Source: an optimization exercise on an open RTL-to-GDS flow (aim: a short achievable clock period and few clock cycles). Production flows keep margins and buffers that such runs may drop.
Only simulation tests tie the RTL to the original design; equivalence was not proved.
No activity file was given, so power comes from the tool's default toggle rates.

## quartz
==> flow/design.v (excerpt) <==
module mc3_engine (
    input  wire        clk,
    input  wire        rst,           
    input  wire        start,         
    input  wire [15:0] prog_len,      
    output wire [15:0] prog_addr,
    input  wire [7:0]  prog_rdata,
    output reg         mem_en,
    output reg         mem_we,
    output reg  [24:0] mem_addr,
    output reg  [23:0] mem_wdata,
    input  wire [23:0] mem_rdata,
    output wire        done,          
    output wire [1:0]  fault,         
    output wire [15:0] pc,            
    output wire [24:0] mem_len        
);
For scale: about 10000 cells after synthesis, roughly 1800 flip-flops, about 160 I/O pins, ~93000 sq um of cells after synthesis.
clock: 8.0 ns
lec_check: 0
abc_clock_period_in_ps: 2500
cap_margin: 20
core_margin: 2
core_utilization: 45
setup_slack_margin: 5
slew_margin: 20
run.sh (not shown) runs the stock make flow with config.mk's settings and CLKGATE_MAP_FILE= SYNTH_SCRIPT=/design/flow/synth_recipe.tcl, a recipe that flattens the netlist after the stock synthesis.
quartz was carried through to the last stage, and its layout satisfied the timing, DRC and antenna checks.
Testbench counts of quartz, summed over its fixed seeds: cycles 23,764.
The inputs of zinc differ from those of quartz as listed below.
--- a/flow/design.v
+++ b/flow/design.v
@@ -271,57 +271,55 @@
     wire m_ge_v = vacc_en && ({19'd0, vacc_addr} >= mlen_r);
     wire m_a_v  = (mem_addr >= {19'd0, vacc_addr});
     wire m_pa   = m_ge_a && (!m_ge_v || m_a_v);
     wire [1:0] u_lo = {uD[1][23:5] == 19'd0, uD[0][23:5] == 19'd0};
     wire       n_lo = at_bnd ? (uw ? (uw1 ? u_lo[1] : u_lo[0]) : h_bl)
                              : (waddr[24:5] == 20'd0);
     reg        n_en;
     reg        n_we;
     reg [24:0] n_addr;
-    reg [23:0] n_wdata;
+    wire        n_sh    = ((es == E_ST_B) && ex_loc) || (es == E_LOC);
+    wire [23:0] n_wd_o  = (es == E_IDLE) ? (uw ? {12'd0, uw1 ? u_root1 : u_root0} : hC) :
+                          (es == E_REP)  ? rep_data : mem_rdata;
+    wire [23:0] n_wdata = n_sh ? sh_rd : n_wd_o;
     always @(*) begin
         n_en    = 1'b0;
         n_we    = 1'b0;
         n_addr  = waddr;
-        n_wdata = mem_rdata;
         case (es)
             E_IDLE: begin
                 n_addr  = {1'b0, uw ? (uw1 ? uD[1] : uD[0]) : hfa};
-                n_wdata = uw ? {12'd0, uw1 ? u_root1 : u_root0} : hC;
                 n_en    = uw || (pop && h_pen);
                 n_we    = uw || h_lc;
             end
             E_ST_B: begin
                 n_en = 1'b1;
                 n_we = 1'b1;
-                if (ex_loc) n_wdata = sh_rd;
             end
             E_RB, E_BUB, E_WA, E_BUBR: begin
                 n_en = 1'b1;
                 n_we = 1'b1;
             end
             E_LOC: begin
                 n_en    = 1'b1;
                 n_we    = 1'b1;
-                n_wdata = sh_rd;
             end
             E_RA: begin
                 n_en   = !lm_rep && (rleft != 24'd0);
                 n_addr = raddr + 25'd1;
             end
             E_WB: begin
                 n_en   = 1'b1;
                 n_addr = raddr + 25'd1;
             end
             E_REP: begin
                 n_en    = 1'b1;
                 n_we    = 1'b1;
-                n_wdata = rep_data;
             end
             default: ;
         endcase
     end
     always @(posedge clk) begin
         if (t1_v) begin
             case (t1_idx)
                 4'd1: aB[7:0]  <= b;
                 4'd2: aB[15:8] <= b;
Total length of routed wires: zinc better than quartz
Launch point of the worst path: uD[0][7] -> quartz, rleft[19] -> zinc
zinc vs. quartz: utilization decreased 0.48 points; post-CTS setup repair buffer count decreased 40; number of sinks handled by clock tree synthesis essentially unchanged; post-layout worst setup margin increased 0.035 ns; number of well-tap cells placed decreased 0.60%.
The total of clock buffers placed in the layout of zinc is higher than that of quartz.
Testbench counts of zinc, summed over its fixed seeds: cycles 23,764.

--- another note on this design; it stands on its own ---

==> flow/design.v (excerpt) <==
module mc3_engine (
    input  wire        clk,
    input  wire        rst,           
    input  wire        start,         
    input  wire [15:0] prog_len,      
    output wire [15:0] prog_addr,
    input  wire [7:0]  prog_rdata,
    output reg         mem_en,
    output reg         mem_we,
    output reg  [24:0] mem_addr,
    output reg  [23:0] mem_wdata,
    input  wire [23:0] mem_rdata,
    output wire        done,          
    output wire [1:0]  fault,         
    output wire [15:0] pc,            
    output wire [24:0] mem_len        
);
==> flow/config.mk <==
export PLATFORM = sky130hd
export DESIGN_NAME = mc3_engine
export DESIGN_NICKNAME = mc3_engine
export VERILOG_FILES = /design/flow/design.v
export SDC_FILE = /design/flow/constraint.sdc
export NUM_CORES = 4
export LEC_CHECK = 0
export ABC_CLOCK_PERIOD_IN_PS = 2500
export CAP_MARGIN = 20
export CORE_MARGIN = 2
export CORE_UTILIZATION = 50
export SETUP_SLACK_MARGIN = 5
export SLEW_MARGIN = 20
==> flow/constraint.sdc <==
create_clock -name core_clock -period 8.0 [get_ports {clk}]
set_input_delay 1.6000 -clock core_clock [delete_from_list [all_inputs] [get_ports {clk}]]
set_output_delay 1.6000 -clock core_clock [all_outputs]
set_load 0.01 [all_outputs]
run.sh (not shown) runs the stock make flow with config.mk's settings and CLKGATE_MAP_FILE= SYNTH_SCRIPT=/design/flow/synth_recipe.tcl, a recipe that flattens the netlist after the stock synthesis.
Testbench counts at the start, summed over its fixed seeds: cycles 23,764.
Edit:
CORE_UTILIZATION = 45   (was 50)
The new run produced a clean layout.
Clock power is about the same.
Power hardly moves.
Synthesized area does not change.
Core utilization goes down by 5.8 points.
First-iteration DRC count is about the same.

separate check: timing with driven ports:
The flow's constraints put no driver on any port. The routed layouts listed below were extracted and timed again, unchanged, in two steps.
Step 1 sets driving cells, clkbuf_16 on the clock port and buf_2 on the other inputs (assumed; they add their load-dependent delay and slew).
Step 2 adds t to the input delays and takes it off the output delays; t is the mean of the earliest and latest rising clock arrival at the registers after step 1. Input paths then give back, and output paths get back, about the clock's delay inside the block.
Slacks: ideal ports / drivers / drivers and shift; pairs: ideal ports / drivers.
| run | shift t [ns] | setup WS [ns] | latest minus earliest clock arrival (ns) | cell pins on the clock port's net |
|---|---|---|---|---|
| quartz | 0.964 | 4.833 / 4.823 / 4.092 | 0.081 / 0.081 | 1 |
| zinc | 0.972 | 4.868 / 4.810 / 4.081 | 0.087 / 0.088 | 1 |
| the first run of note 2 | 0.961 | 4.843 / 4.818 / 4.128 | 0.060 / 0.060 | 1 |
| the second run of note 2 | 0.974 | 4.814 / 4.782 / 4.111 | 0.117 / 0.117 | 1 |
After both steps setup and hold are still met in every run listed. For zinc, which loses most, drivers alone change the setup slack by -0.058 ns; drivers and shift together by -0.787 ns.
